This design comes from an exercise in tuning for small area, a short achievable clock period and few clock cycles on the open sky130 flow, not from production work. Function was checked by simulation only, so behaviour that the tests miss may differ from the original. Power figures rest on the tool's default switching activity, not on a simulated workload.

==> inputs of run a <==
==> flow/design.v (excerpt) <==
module nbc_stream_enc (
    input  wire        clk,
    input  wire        rst,
    input  wire        cmd_valid,
    output wire        cmd_ready,
    input  wire [31:0] cmd_count,
    input  wire [1:0]  cmd_mode,
    input  wire [63:0] cmd_acc,
    input  wire        in_valid,
    output wire        in_ready,
    input  wire [63:0] in_data,
    output wire        out_valid,
    input  wire        out_ready,
    output wire [63:0] out_data,
    output wire [3:0]  out_nbytes,
    output wire        out_last
);
export LEC_CHECK = 0
export ABC_CLOCK_PERIOD_IN_PS = 3600
export CAP_MARGIN = 5
export CORE_MARGIN = 2
export CORE_UTILIZATION = 40
export CTS_CLUSTER_DIAMETER = 110
export CTS_CLUSTER_SIZE = 25
export SETUP_SLACK_MARGIN = 4.6
export SLEW_MARGIN = 5
export TNS_END_PERCENT = 10
create_clock -name core_clock -period 8.0 [get_ports {clk}]
standard.sh (not shown) runs the stock make flow with config.mk's settings and CLKGATE_MAP_FILE= SYNTH_SCRIPT=/design/flow/synth_recipe.tcl, a recipe that flattens the netlist after the stock synthesis.
==> flow/flow/run.sh <==
#!/bin/bash
# The standard layout with two changes:
#  - synthesis runs the standard synthesis script (synth_recipe.tcl), except
#    that ABC maps the logic with flow/abc_speed_nosz.script: ORFS's speed
#    script without its final buffer/upsize/dnsize passes (the layout's timing
#    repair sizes what the timing needs). ABC does not touch registers, so
#    they are the standard synthesis's, with the same names and cells.
#  - the I/O ports are buffered with sky130_fd_sc_hd__buf_2 cells instead of
#    the delay buffers buffer_ports picks by default. Every port still gets
#    its own buffer.
# All tool output goes to standard_flow.log here and to ORFS's per-step logs
# under orfs/logs.
set -euo pipefail
W=$(pwd)
export BUFFER_PORTS_ARGS="-buffer_cell sky130_fd_sc_hd__buf_2"
{
  echo "proc abc {args} { set i [lsearch -exact \$args -script]; if {\$i >= 0} { lset args [expr {\$i + 1}] $W/flow/abc_speed_nosz.script }; yosys abc {*}\$args }"
  cat synth_recipe.tcl
} > my_synth.tcl
sed "s#SYNTH_SCRIPT=[^ ]*#SYNTH_SCRIPT=$W/my_synth.tcl#" standard.sh > my_standard.sh
grep -q "SYNTH_SCRIPT=$W/my_synth.tcl" my_standard.sh
bash my_standard.sh > standard_flow.log 2>&1
==> flow/flow/abc_speed_nosz.script <==
&get -n
&st
&dch
&nf
&st
&syn2
&if -g -K 6
&synch2
&nf
&st
&syn2
&if -g -K 6
&synch2
&nf
&st
&syn2
&if -g -K 6
&synch2
&nf
&st
&syn2
&if -g -K 6
&synch2
&nf
&st
&syn2
&if -g -K 6
&synch2
&nf
&put
topo
stime -c
==> run b: changes against run a <==
==> flow/flow/run.sh (replaced) <==
#!/bin/bash
# The standard layout with two changes:
#  - synthesis runs the standard synthesis script (synth_recipe.tcl), except
#    that ABC maps the logic with its default script instead of ORFS's speed
#    script (no gate up-sizing or buffering during synthesis; the layout's
#    timing repair sizes what the timing needs). Registers are not touched by
#    ABC, so they are the standard synthesis's, with the same names and cells.
#  - the I/O ports are buffered with sky130_fd_sc_hd__buf_2 cells instead of
#    the delay buffers buffer_ports picks by default. Every port still gets
#    its own buffer.
# All tool output goes to standard_flow.log here and to ORFS's per-step logs
# under orfs/logs.
set -euo pipefail
W=$(pwd)
export BUFFER_PORTS_ARGS="-buffer_cell sky130_fd_sc_hd__buf_2"
{
  echo 'proc abc {args} { set i [lsearch -exact $args -script]; if {$i >= 0} { set args [lreplace $args $i [expr {$i + 1}]] }; yosys abc {*}$args }'
  cat synth_recipe.tcl
} > my_synth.tcl
sed "s#SYNTH_SCRIPT=[^ ]*#SYNTH_SCRIPT=$W/my_synth.tcl#" standard.sh > my_standard.sh
grep -q "SYNTH_SCRIPT=$W/my_synth.tcl" my_standard.sh
bash my_standard.sh > standard_flow.log 2>&1
Settings changed: SETUP_SLACK_MARGIN 4.6 to 4.4.
removed: flow/flow/abc_speed_nosz.script
==> comparison <==
- Against run a, the utilization of run b is lower by 1.8 points.
- Between run b and run a, the lower synthesized cell count is in run b (gap 0.21%, measured against run a).
- Between run a and run b, the lower sequential share of layout area is in run a (gap 3.8 points).
- Register-to-register slack: run b is lower than run a (2.2 ns).
- Wire length: run a is higher than run b (about 5.4%).
- Of run a and run b, run a has the higher non-clock buffer count (gap 150).
- Against run b, the worst hold slack of run a is higher by 0.040 ns.
Testbench counts of run a, summed over its fixed seeds: cycles 15,253.
Testbench counts of run b, summed over its fixed seeds: cycles 15,253.

==> v39: inputs <==
==> flow/design.v <==
module nbc_stream_enc (
    input  wire        clk,
    input  wire        rst,
    input  wire        cmd_valid,
    output wire        cmd_ready,
    input  wire [31:0] cmd_count,
    input  wire [1:0]  cmd_mode,
    input  wire [63:0] cmd_acc,
    input  wire        in_valid,
    output wire        in_ready,
    input  wire [63:0] in_data,
    output wire        out_valid,
    input  wire        out_ready,
    output wire [63:0] out_data,
    output wire [3:0]  out_nbytes,
    output wire        out_last
);
    localparam MODE_DELTA = 2'd1;
    localparam MODE_XOR   = 2'd2;
    integer j, i;
    reg        active;       
    reg [31:0] rem;          
    reg [2:0]  gpos;         
    reg        i_v, i_c, i_x, i_e, i_l;
    reg [2:0]  i_pos;
    reg [63:0] i_d;
    reg [1:0]  mode;
    reg [63:0] acc;          
    reg        i_sub;        
    reg        i_xor;        
    reg        gopen;        
    reg [15:0] nz_acc;       
    reg [6:0]  m_acc;
    reg        pend_full;
    reg [15:0] pend_nz;      
    reg [4:0]  pend_n;       
    reg [7:0]  pend_m;
    reg        pend_last;    
    reg [63:0] sd [0:8];
    reg [8:0]  tv, tc, tf, tz;
    reg        noop;         
    reg [135:0] nbuf;        
    reg [5:0]   cnt;         
    reg         fin;         
    reg [3:0]   lnb;         
    reg [4:0]   blk_n;       
    reg [6:0]   bm;          
    reg         blk_last;    
    reg  [5:0]  hl;          
    assign out_valid  = cnt[5] | cnt[4] | fin;
    assign out_last   = fin & (cnt == 6'd16);
    assign out_data   = nbuf[63:0];
    assign out_nbytes = lnb;
    wire xfer = out_valid & out_ready;
    wire v0 = tv[0];
    wire c0 = tc[0];
    wire f0 = tf[0];
    wire head_noop = noop;
    reg  lt16;               
    reg  ok2;                
    reg  blk_pre;            
    wire head_go = head_noop | lt16 | (out_ready & ok2);
    wire blocked = blk_pre & ~(v0 & f0);
    wire step    = head_go & (i_v | ~gopen);
    wire mv      = step & i_v & ~blocked;
    wire pk      = step & ~head_noop;
    reg  in_ra, in_rb, cmd_ra, cmd_rb;
    assign cmd_ready = cmd_ra | (cmd_rb & out_ready);
    assign in_ready  = in_ra | (in_rb & out_ready);
    wire s8_free  = ~i_v | mv;
    wire cmd_fire = cmd_valid & ~active & s8_free;
    wire in_fire  = in_valid & active & s8_free;
    wire last_v   = (rem == 32'd1);
    wire [63:0] acc_m = acc & {64{i_sub | i_xor}};
    wire [63:0] dif   = i_d - acc;
    wire [63:0] t_val = i_sub ? dif : (i_d ^ acc_m);
    wire [63:0] bw    = dif ^ i_d ^ acc;
    reg [15:0] nzt;
    always @(*)
        for (i = 0; i < 16; i = i + 1)
            if (i_sub && i > 0 && bw[4*i])
                nzt[i] = (i_d[4*i +: 4] != acc[4*i +: 4] + 4'd1);
            else
                nzt[i] = (i_d[4*i +: 4] != acc_m[4*i +: 4]);
    wire zt = (i_d == acc_m);
    wire [15:0] nz_new = (i_x ? 16'd0 : nz_acc) | nzt;
    reg  [7:0]  m_full;
    always @(*)
        for (j = 0; j < 8; j = j + 1)
            m_full[j] = (j < i_pos) ? m_acc[j] : ((j == i_pos) ? zt : 1'b1);
    reg [4:0] n_enc;
    always @(*) begin
        n_enc = 5'd0;
        for (i = 0; i < 16; i = i + 1)
            if (pend_nz[i]) n_enc = i + 1;
    end
    wire [4:0] n_use = f0 ? pend_n : blk_n;
    wire       z0    = f0 ? pend_m[0] : bm[0];
    wire       more  = f0 ? ~&pend_m[7:1] : ~&bm[6:1];
    wire [5:0] len   = f0 ? (6'd4 + {1'b0, (pend_m[0] ? 5'd0 : pend_n)}) : hl;
    wire [3:0] q     = cnt[3:0];
    wire [5:0] tot0  = {2'b00, q} + len;
    wire       pad   = ~c0 & ~more & tot0[0];
    wire [5:0] tot   = tot0 + {5'd0, pad};
    wire       fin_set = c0 ? tz[0] : ((f0 ? pend_last : blk_last) & ~more);
    wire [79:0]  app   = f0 ? {sd[0], pend_m, 3'b000, pend_n} : {16'd0, sd[0]};
    wire       bm_n0 = (v0 & ~c0) ? (f0 ? pend_m[1] : bm[1]) : bm[0];
    wire [4:0] bn_n  = (v0 & f0) ? pend_n : blk_n;
    wire [5:0] hl_n  = tc[1] ? 6'd8 : (bm_n0 ? 6'd0 : {1'b0, bn_n});
    wire [135:0] app_s = {56'd0, app} << {q, 2'b00};
    wire [135:0] base  = xfer ? {64'd0, nbuf[135:64]} : nbuf;
    wire [5:0]   bcnt  = xfer ? cnt - 6'd16 : cnt;
    wire         bfin  = fin & ~(xfer & out_last);
    wire [5:0]   tot_r = (tot[3:0] == 4'd0) ? tot : {tot[5:4] + 2'd1, 4'd0};
    reg [5:0] cnt_n;
    reg       fin_n;
    always @(*) begin
        if (pk) begin
            cnt_n = fin_set ? tot_r : tot;
            fin_n = fin_set;
        end else begin
            cnt_n = bcnt;
            fin_n = bfin;
        end
    end
    wire take   = cmd_fire | in_fire;
    wire i_v_n  = take | (i_v & ~mv);
    wire i_c_n  = take ? cmd_fire : i_c;
    wire i_e_n  = take ? ((gpos == 3'd7) | last_v) : i_e;
    wire pf_n   = (mv & ~i_c & i_e) | (pend_full & ~(step & v0 & f0));
    wire act_n  = cmd_fire ? (cmd_count != 32'd0) : (active & ~(in_fire & last_v));
    wire v0_n   = step ? tv[1] : tv[0];
    wire f0_n   = step ? tf[1] : tf[0];
    wire noop_n = step ? (~tv[1] | (~tc[1] & ~tf[1] & bm_n0)) : noop;
    wire lt16_n = ~cnt_n[5] & ~cnt_n[4];
    wire ok2_n  = fin_n ? (cnt_n == 6'd16) : ~cnt_n[5];
    wire bpre_n = i_v_n & ~i_c_n & i_e_n & pf_n;
    wire blk_n_ = bpre_n & ~(v0_n & f0_n);
    wire ra_n   = ~i_v_n | (~blk_n_ & (noop_n | lt16_n));
    wire rb_n   = ~blk_n_ & ok2_n;
    always @(posedge clk) begin
        if (cmd_fire) begin
            rem  <= cmd_count;
            gpos <= 3'd0;
            mode <= cmd_mode;
        end else if (in_fire) begin
            rem  <= rem - 32'd1;
            gpos <= ((gpos == 3'd7) | last_v) ? 3'd0 : gpos + 3'd1;
        end
        if (cmd_fire | in_fire) begin
            i_d   <= cmd_fire ? {32'd0, cmd_count} : in_data;
            i_c   <= cmd_fire;
            i_x   <= cmd_fire ? (cmd_count == 32'd0) : (gpos == 3'd0);
            i_e   <= (gpos == 3'd7) | last_v;
            i_l   <= last_v;
            i_pos <= gpos;
            i_sub <= ~cmd_fire & (mode == MODE_DELTA);
            i_xor <= ~cmd_fire & (mode == MODE_XOR);
        end
        if (cmd_fire)
            acc <= cmd_acc;
        else if (mv & ~i_c)
            acc <= i_d;
        pend_n <= n_enc;
        if (mv & ~i_c) begin
            if (i_e) begin
                pend_nz   <= nz_new;
                pend_m    <= m_full;
                pend_last <= i_l;
            end else begin
                nz_acc       <= nz_new;
                m_acc[i_pos] <= zt;
            end
        end
        if (step) begin
            for (j = 0; j < 8; j = j + 1)
                sd[j] <= sd[j+1];
            sd[8] <= t_val;
            tc <= {i_c, tc[8:1]};
            tf <= {~i_c & i_x, tf[8:1]};
            tz <= {i_c & i_x, tz[8:1]};
        end
        if (step & v0 & ~c0) begin
            if (f0) begin
                bm       <= pend_m[7:1];
                blk_n    <= pend_n;
                blk_last <= pend_last;
            end else begin
                bm <= {1'b1, bm[6:1]};
            end
        end
        if (pk & fin_set)
            lnb <= (tot[3:0] == 4'd0) ? 4'd8 : {1'b0, tot[3:1]};
        if (pk)
            nbuf <= (c0 ? 136'd0 : base) | app_s;
        else
            nbuf <= base;
        if (rst) begin
            active    <= 1'b0;
            i_v       <= 1'b0;
            gopen     <= 1'b0;
            pend_full <= 1'b0;
            tv        <= 9'd0;
            noop      <= 1'b1;
            hl        <= 6'd0;
            in_ra     <= 1'b0;
            in_rb     <= 1'b0;
            cmd_ra    <= 1'b1;
            cmd_rb    <= 1'b0;
            cnt       <= 6'd0;
            fin       <= 1'b0;
            lt16      <= 1'b1;
            ok2       <= 1'b1;
            blk_pre   <= 1'b0;
        end else begin
            active <= act_n;
            in_ra  <= act_n & ra_n;
            in_rb  <= act_n & rb_n;
            cmd_ra <= ~act_n & ra_n;
            cmd_rb <= ~act_n & rb_n;
            i_v <= cmd_fire | in_fire | (i_v & ~mv);
            if (mv & ~i_c)
                gopen <= ~i_e;
            if (mv & ~i_c & i_e)
                pend_full <= 1'b1;
            else if (step & v0 & f0)
                pend_full <= 1'b0;
            if (step) begin
                tv   <= {mv, tv[8:1]};
                noop <= noop_n;
                hl   <= hl_n;
            end
            cnt     <= cnt_n;
            fin     <= fin_n;
            lt16    <= lt16_n;
            ok2     <= ok2_n;
            blk_pre <= bpre_n;
        end
    end
endmodule
==> flow/flow/run.sh <==
#!/bin/bash
# The standard layout, except that the I/O ports are buffered with
# sky130_fd_sc_hd__buf_2 cells instead of the delay buffers that buffer_ports
# picks by default. Every port still gets its own buffer.
set -euo pipefail
export BUFFER_PORTS_ARGS="-buffer_cell sky130_fd_sc_hd__buf_2"
bash standard.sh > standard_flow.log 2>&1
==> flow/standard.sh <==
#!/bin/bash
# synth_recipe.tcl (not shown) runs the flow's synth.tcl, then flattens the netlist and writes it again
# the make line also repeats each setting of config.mk as NAME=value (left out here)
make -C /OpenROAD-flow-scripts/flow DESIGN_CONFIG=/design/flow/config.mk WORK_HOME=/design/flow/orfs CLKGATE_MAP_FILE= SYNTH_SCRIPT=/design/flow/synth_recipe.tcl "${@:-finish}"
==> flow/config.mk <==
export PLATFORM = sky130hd
export DESIGN_NAME = nbc_stream_enc
export DESIGN_NICKNAME = nbc_stream_enc
export VERILOG_FILES = /design/flow/design.v
export SDC_FILE = /design/flow/constraint.sdc
export NUM_CORES = 4
export LEC_CHECK = 0
export ABC_CLOCK_PERIOD_IN_PS = 3600
export CAP_MARGIN = 5
export CORE_MARGIN = 2
export CORE_UTILIZATION = 40
export CTS_CLUSTER_DIAMETER = 110
export CTS_CLUSTER_SIZE = 25
export SETUP_SLACK_MARGIN = 4.6
export SLEW_MARGIN = 5
export TNS_END_PERCENT = 10
==> flow/constraint.sdc <==
create_clock -name core_clock -period 8.0 [get_ports {clk}]
set_input_delay 1.6000 -clock core_clock [delete_from_list [all_inputs] [get_ports {clk}]]
set_output_delay 1.6000 -clock core_clock [all_outputs]
set_load 0.01 [all_outputs]
==> v32 (differences from v39) <==
==> flow/design.v, changed modules only <==
module nbc_stream_enc (
    input  wire        clk,
    input  wire        rst,
    input  wire        cmd_valid,
    output wire        cmd_ready,
    input  wire [31:0] cmd_count,
    input  wire [1:0]  cmd_mode,
    input  wire [63:0] cmd_acc,
    input  wire        in_valid,
    output wire        in_ready,
    input  wire [63:0] in_data,
    output wire        out_valid,
    input  wire        out_ready,
    output wire [63:0] out_data,
    output wire [3:0]  out_nbytes,
    output wire        out_last
);
    localparam MODE_DELTA = 2'd1;
    localparam MODE_XOR   = 2'd2;
    integer j, i;
    reg        active;       
    reg [31:0] rem;          
    reg [2:0]  gpos;         
    reg        i_v, i_c, i_x, i_e, i_l;
    reg [2:0]  i_pos;
    reg [63:0] i_d;
    reg [1:0]  mode;
    reg [63:0] acc;          
    reg        i_sub;        
    reg        i_xor;        
    reg        gopen;        
    reg [15:0] nz_acc;       
    reg [6:0]  m_acc;
    reg        pend_full;
    reg [15:0] pend_nz;      
    reg [7:0]  pend_m;
    reg        pend_last;    
    reg [63:0] sd [0:7];
    reg [7:0]  tv, tc, tf, tz;
    reg        noop;         
    reg [135:0] nbuf;        
    reg [5:0]   cnt;         
    reg         fin;         
    reg [3:0]   lnb;         
    reg [4:0]   blk_n;       
    reg [6:0]   bm;          
    reg         blk_last;    
    assign out_valid  = cnt[5] | cnt[4] | fin;
    assign out_last   = fin & (cnt == 6'd16);
    assign out_data   = nbuf[63:0];
    assign out_nbytes = lnb;
    wire xfer = out_valid & out_ready;
    wire v0 = tv[0];
    wire c0 = tc[0];
    wire f0 = tf[0];
    wire head_noop = noop;
    reg  lt16;               
    reg  ok2;                
    reg  blk_pre;            
    wire head_go = head_noop | lt16 | (out_ready & ok2);
    wire blocked = blk_pre & ~(v0 & f0);
    wire step    = head_go & (i_v | ~gopen);
    wire mv      = step & i_v & ~blocked;
    wire pk      = step & ~head_noop;
    reg  in_ra, in_rb, cmd_ra, cmd_rb;
    assign cmd_ready = cmd_ra | (cmd_rb & out_ready);
    assign in_ready  = in_ra | (in_rb & out_ready);
    wire cmd_fire = cmd_valid & cmd_ready;
    wire in_fire  = in_valid & in_ready;
    wire last_v   = (rem == 32'd1);
    wire [63:0] acc_m = acc & {64{i_sub | i_xor}};
    wire [63:0] dif   = i_d - acc;
    wire [63:0] t_val = i_sub ? dif : (i_d ^ acc_m);
    wire [63:0] bw    = dif ^ i_d ^ acc;
    reg [15:0] nzt;
    always @(*)
        for (i = 0; i < 16; i = i + 1)
            if (i_sub && i > 0 && bw[4*i])
                nzt[i] = (i_d[4*i +: 4] != acc[4*i +: 4] + 4'd1);
            else
                nzt[i] = (i_d[4*i +: 4] != acc_m[4*i +: 4]);
    wire zt = (i_d == acc_m);
    reg [15:0] tht;
    always @(*)
        for (i = 0; i < 16; i = i + 1)
            tht[i] = |(nzt >> i);
    wire [15:0] nz_new = (i_x ? 16'd0 : nz_acc) | tht;
    reg  [7:0]  m_full;
    always @(*)
        for (j = 0; j < 8; j = j + 1)
            m_full[j] = (j < i_pos) ? m_acc[j] : ((j == i_pos) ? zt : 1'b1);
    wire [15:0] th = pend_nz;
    wire [4:0]  pend_n;
    assign pend_n[4] = th[15];
    assign pend_n[3] = th[7] & ~th[15];
    assign pend_n[2] = (th[3] & ~th[7]) | (th[11] & ~th[15]);
    assign pend_n[1] = (th[1] & ~th[3]) | (th[5] & ~th[7]) | (th[9] & ~th[11]) | (th[13] & ~th[15]);
    assign pend_n[0] = (th[0] & ~th[1]) | (th[2] & ~th[3]) | (th[4] & ~th[5]) | (th[6] & ~th[7]) |
                       (th[8] & ~th[9]) | (th[10] & ~th[11]) | (th[12] & ~th[13]) | (th[14] & ~th[15]);
    wire [4:0] n_use = f0 ? pend_n : blk_n;
    wire       z0    = f0 ? pend_m[0] : bm[0];
    wire       more  = f0 ? ~&pend_m[7:1] : ~&bm[6:1];
    wire [5:0] len   = c0 ? 6'd8 : ({1'b0, f0, 2'b00} + {1'b0, (z0 ? 5'd0 : n_use)});
    wire [3:0] q     = cnt[3:0];
    wire [5:0] tot0  = {2'b00, q} + len;
    wire       pad   = ~c0 & ~more & tot0[0];
    wire [5:0] tot   = tot0 + {5'd0, pad};
    wire       fin_set = c0 ? tz[0] : ((f0 ? pend_last : blk_last) & ~more);
    wire [79:0]  app   = f0 ? {sd[0], pend_m, 3'b000, pend_n} : {16'd0, sd[0]};
    wire       bm_n0 = (v0 & ~c0) ? (f0 ? pend_m[1] : bm[1]) : bm[0];
    wire [135:0] app_s = {56'd0, app} << {q, 2'b00};
    wire [135:0] base  = xfer ? {64'd0, nbuf[135:64]} : nbuf;
    wire [5:0]   bcnt  = xfer ? cnt - 6'd16 : cnt;
    wire         bfin  = fin & ~(xfer & out_last);
    wire [5:0]   tot_r = (tot[3:0] == 4'd0) ? tot : {tot[5:4] + 2'd1, 4'd0};
    reg [5:0] cnt_n;
    reg       fin_n;
    always @(*) begin
        if (pk) begin
            cnt_n = fin_set ? tot_r : tot;
            fin_n = fin_set;
        end else begin
            cnt_n = bcnt;
            fin_n = bfin;
        end
    end
    wire take   = cmd_fire | in_fire;
    wire i_v_n  = take | (i_v & ~mv);
    wire i_c_n  = take ? cmd_fire : i_c;
    wire i_e_n  = take ? ((gpos == 3'd7) | last_v) : i_e;
    wire pf_n   = (mv & ~i_c & i_e) | (pend_full & ~(step & v0 & f0));
    wire act_n  = cmd_fire ? (cmd_count != 32'd0) : (active & ~(in_fire & last_v));
    wire v0_n   = step ? tv[1] : tv[0];
    wire f0_n   = step ? tf[1] : tf[0];
    wire noop_n = step ? (~tv[1] | (~tc[1] & ~tf[1] & bm_n0)) : noop;
    wire lt16_n = ~cnt_n[5] & ~cnt_n[4];
    wire ok2_n  = fin_n ? (cnt_n == 6'd16) : ~cnt_n[5];
    wire bpre_n = i_v_n & ~i_c_n & i_e_n & pf_n;
    wire blk_n_ = bpre_n & ~(v0_n & f0_n);
    wire ra_n   = ~i_v_n | (~blk_n_ & (noop_n | lt16_n));
    wire rb_n   = ~blk_n_ & ok2_n;
    always @(posedge clk) begin
        if (cmd_fire) begin
            rem  <= cmd_count;
            gpos <= 3'd0;
            mode <= cmd_mode;
        end else if (in_fire) begin
            rem  <= rem - 32'd1;
            gpos <= ((gpos == 3'd7) | last_v) ? 3'd0 : gpos + 3'd1;
        end
        if (cmd_fire | in_fire) begin
            i_d   <= cmd_fire ? {32'd0, cmd_count} : in_data;
            i_c   <= cmd_fire;
            i_x   <= cmd_fire ? (cmd_count == 32'd0) : (gpos == 3'd0);
            i_e   <= (gpos == 3'd7) | last_v;
            i_l   <= last_v;
            i_pos <= gpos;
            i_sub <= ~cmd_fire & (mode == MODE_DELTA);
            i_xor <= ~cmd_fire & (mode == MODE_XOR);
        end
        if (cmd_fire)
            acc <= cmd_acc;
        else if (mv & ~i_c)
            acc <= i_d;
        if (mv & ~i_c) begin
            if (i_e) begin
                pend_nz   <= nz_new;
                pend_m    <= m_full;
                pend_last <= i_l;
            end else begin
                nz_acc       <= nz_new;
                m_acc[i_pos] <= zt;
            end
        end
        if (step) begin
            for (j = 0; j < 7; j = j + 1)
                sd[j] <= sd[j+1];
            sd[7] <= t_val;
            tc <= {i_c, tc[7:1]};
            tf <= {~i_c & i_x, tf[7:1]};
            tz <= {i_c & i_x, tz[7:1]};
        end
        if (step & v0 & ~c0) begin
            if (f0) begin
                bm       <= pend_m[7:1];
                blk_n    <= pend_n;
                blk_last <= pend_last;
            end else begin
                bm <= {1'b1, bm[6:1]};
            end
        end
        if (pk & fin_set)
            lnb <= (tot[3:0] == 4'd0) ? 4'd8 : {1'b0, tot[3:1]};
        if (pk)
            nbuf <= (c0 ? 136'd0 : base) | app_s;
        else
            nbuf <= base;
        if (rst) begin
            active    <= 1'b0;
            i_v       <= 1'b0;
            gopen     <= 1'b0;
            pend_full <= 1'b0;
            tv        <= 8'd0;
            noop      <= 1'b1;
            in_ra     <= 1'b0;
            in_rb     <= 1'b0;
            cmd_ra    <= 1'b1;
            cmd_rb    <= 1'b0;
            cnt       <= 6'd0;
            fin       <= 1'b0;
            lt16      <= 1'b1;
            ok2       <= 1'b1;
            blk_pre   <= 1'b0;
        end else begin
            active <= act_n;
            in_ra  <= act_n & ra_n;
            in_rb  <= act_n & rb_n;
            cmd_ra <= ~act_n & ra_n;
            cmd_rb <= ~act_n & rb_n;
            i_v <= cmd_fire | in_fire | (i_v & ~mv);
            if (mv & ~i_c)
                gopen <= ~i_e;
            if (mv & ~i_c & i_e)
                pend_full <= 1'b1;
            else if (step & v0 & f0)
                pend_full <= 1'b0;
            if (step) begin
                tv   <= {mv, tv[7:1]};
                noop <= noop_n;
            end
            cnt     <= cnt_n;
            fin     <= fin_n;
            lt16    <= lt16_n;
            ok2     <= ok2_n;
            blk_pre <= bpre_n;
        end
    end
endmodule
==> flow/run.sh (new file) <==
#!/bin/bash
# synth_recipe.tcl (not shown) runs the flow's synth.tcl, then flattens the netlist and writes it again
# the make line also repeats each setting of config.mk as NAME=value (left out here)
make -C /OpenROAD-flow-scripts/flow DESIGN_CONFIG=/design/flow/config.mk WORK_HOME=/design/flow/orfs CLKGATE_MAP_FILE= SYNTH_SCRIPT=/design/flow/synth_recipe.tcl finish
- CAP_MARGIN: 5 -> 20
- CTS_CLUSTER_DIAMETER: 110 -> not set
- CTS_CLUSTER_SIZE: 25 -> not set
- SETUP_SLACK_MARGIN: 4.6 -> 4.4
- SLEW_MARGIN: 5 -> 20
- TNS_END_PERCENT: 10 -> not set
removed: flow/flow/run.sh
removed: flow/standard.sh
==> notes.md <==
quantity                                                                          v32         v39
Buffers and inverters on the worst path                                             1           2
Synth Instances                                                                 4,192       4,138
Multi-input combinational area share                                            0.343       0.334
Worst-case vdd ir drop                                                     0.000170 V  0.000146 V
Final #Nets                                                                     4,708       4,572
Required arrival time at the worst endpoint                                   8.59 ns     6.40 ns
Syn_area_per_cell                                                          11.0 sq um  11.5 sq um
Vias per cell                                                                    5.36        5.34
GR Util met1                                                                    0.272       0.256
Run status                                           no timing/DRC/antenna violations  no timing/DRC/antenna violations
Number of antenna violations at the first check in global routing                   1           2
Total half-perimeter wirelength after legalization and detailed placement     85.8 mm     80.3 mm
Post-detailed-routing wire length                                              121 mm      116 mm
Share of post-route cells with drive strength above 1                           0.135       0.153
Critical Path Source                                                       pend_nz[3]   out_ready
Leakage power summed over all cells                                           20.5 nW     20.0 nW
Worst hold path endpoint                                                    sd[4][50]   sd[4][34]
Largest clock skew in the final design                                      0.0463 ns   0.0486 ns
Compound-Gate Fraction of Synth Area                                            0.124       0.111
Clock sink count                                                                  938       1,016
Testbench counts of v39, summed over its fixed seeds: cycles 15,253.
Testbench counts of v32, summed over its fixed seeds: cycles 15,210.

==> separate check: timing with driven ports <==
No port has a modelled driver above. Below, the same layouts with a new extraction and two added sets of constraints.
Step 1 assumes that a clkbuf_16 drives the clock port and a buf_2 every other input.
Step 2 adds t to the input delays and takes it off the output delays; t is the mean of the earliest and latest rising clock arrival at the registers after step 1. Input paths then give back, and output paths get back, about the clock's delay inside the block.
Slacks: ideal ports / drivers / drivers and shift; pairs: ideal ports / drivers.
run	t, ns	setup WS [ns]	latest minus earliest clock arrival (ns)
run a	0.722	4.303 / 4.291 / 3.898	0.043 / 0.044
run b	0.718	2.141 / 2.141 / 2.141	0.052 / 0.052
v39	0.722	4.325 / 4.234 / 3.832	0.056 / 0.055
v32	0.734	3.679 / 3.679 / 3.679	0.048 / 0.049
After both steps setup and hold are still met in every run listed. For v39, which loses most, drivers alone change the setup slack by -0.091 ns; drivers and shift together by -0.493 ns.
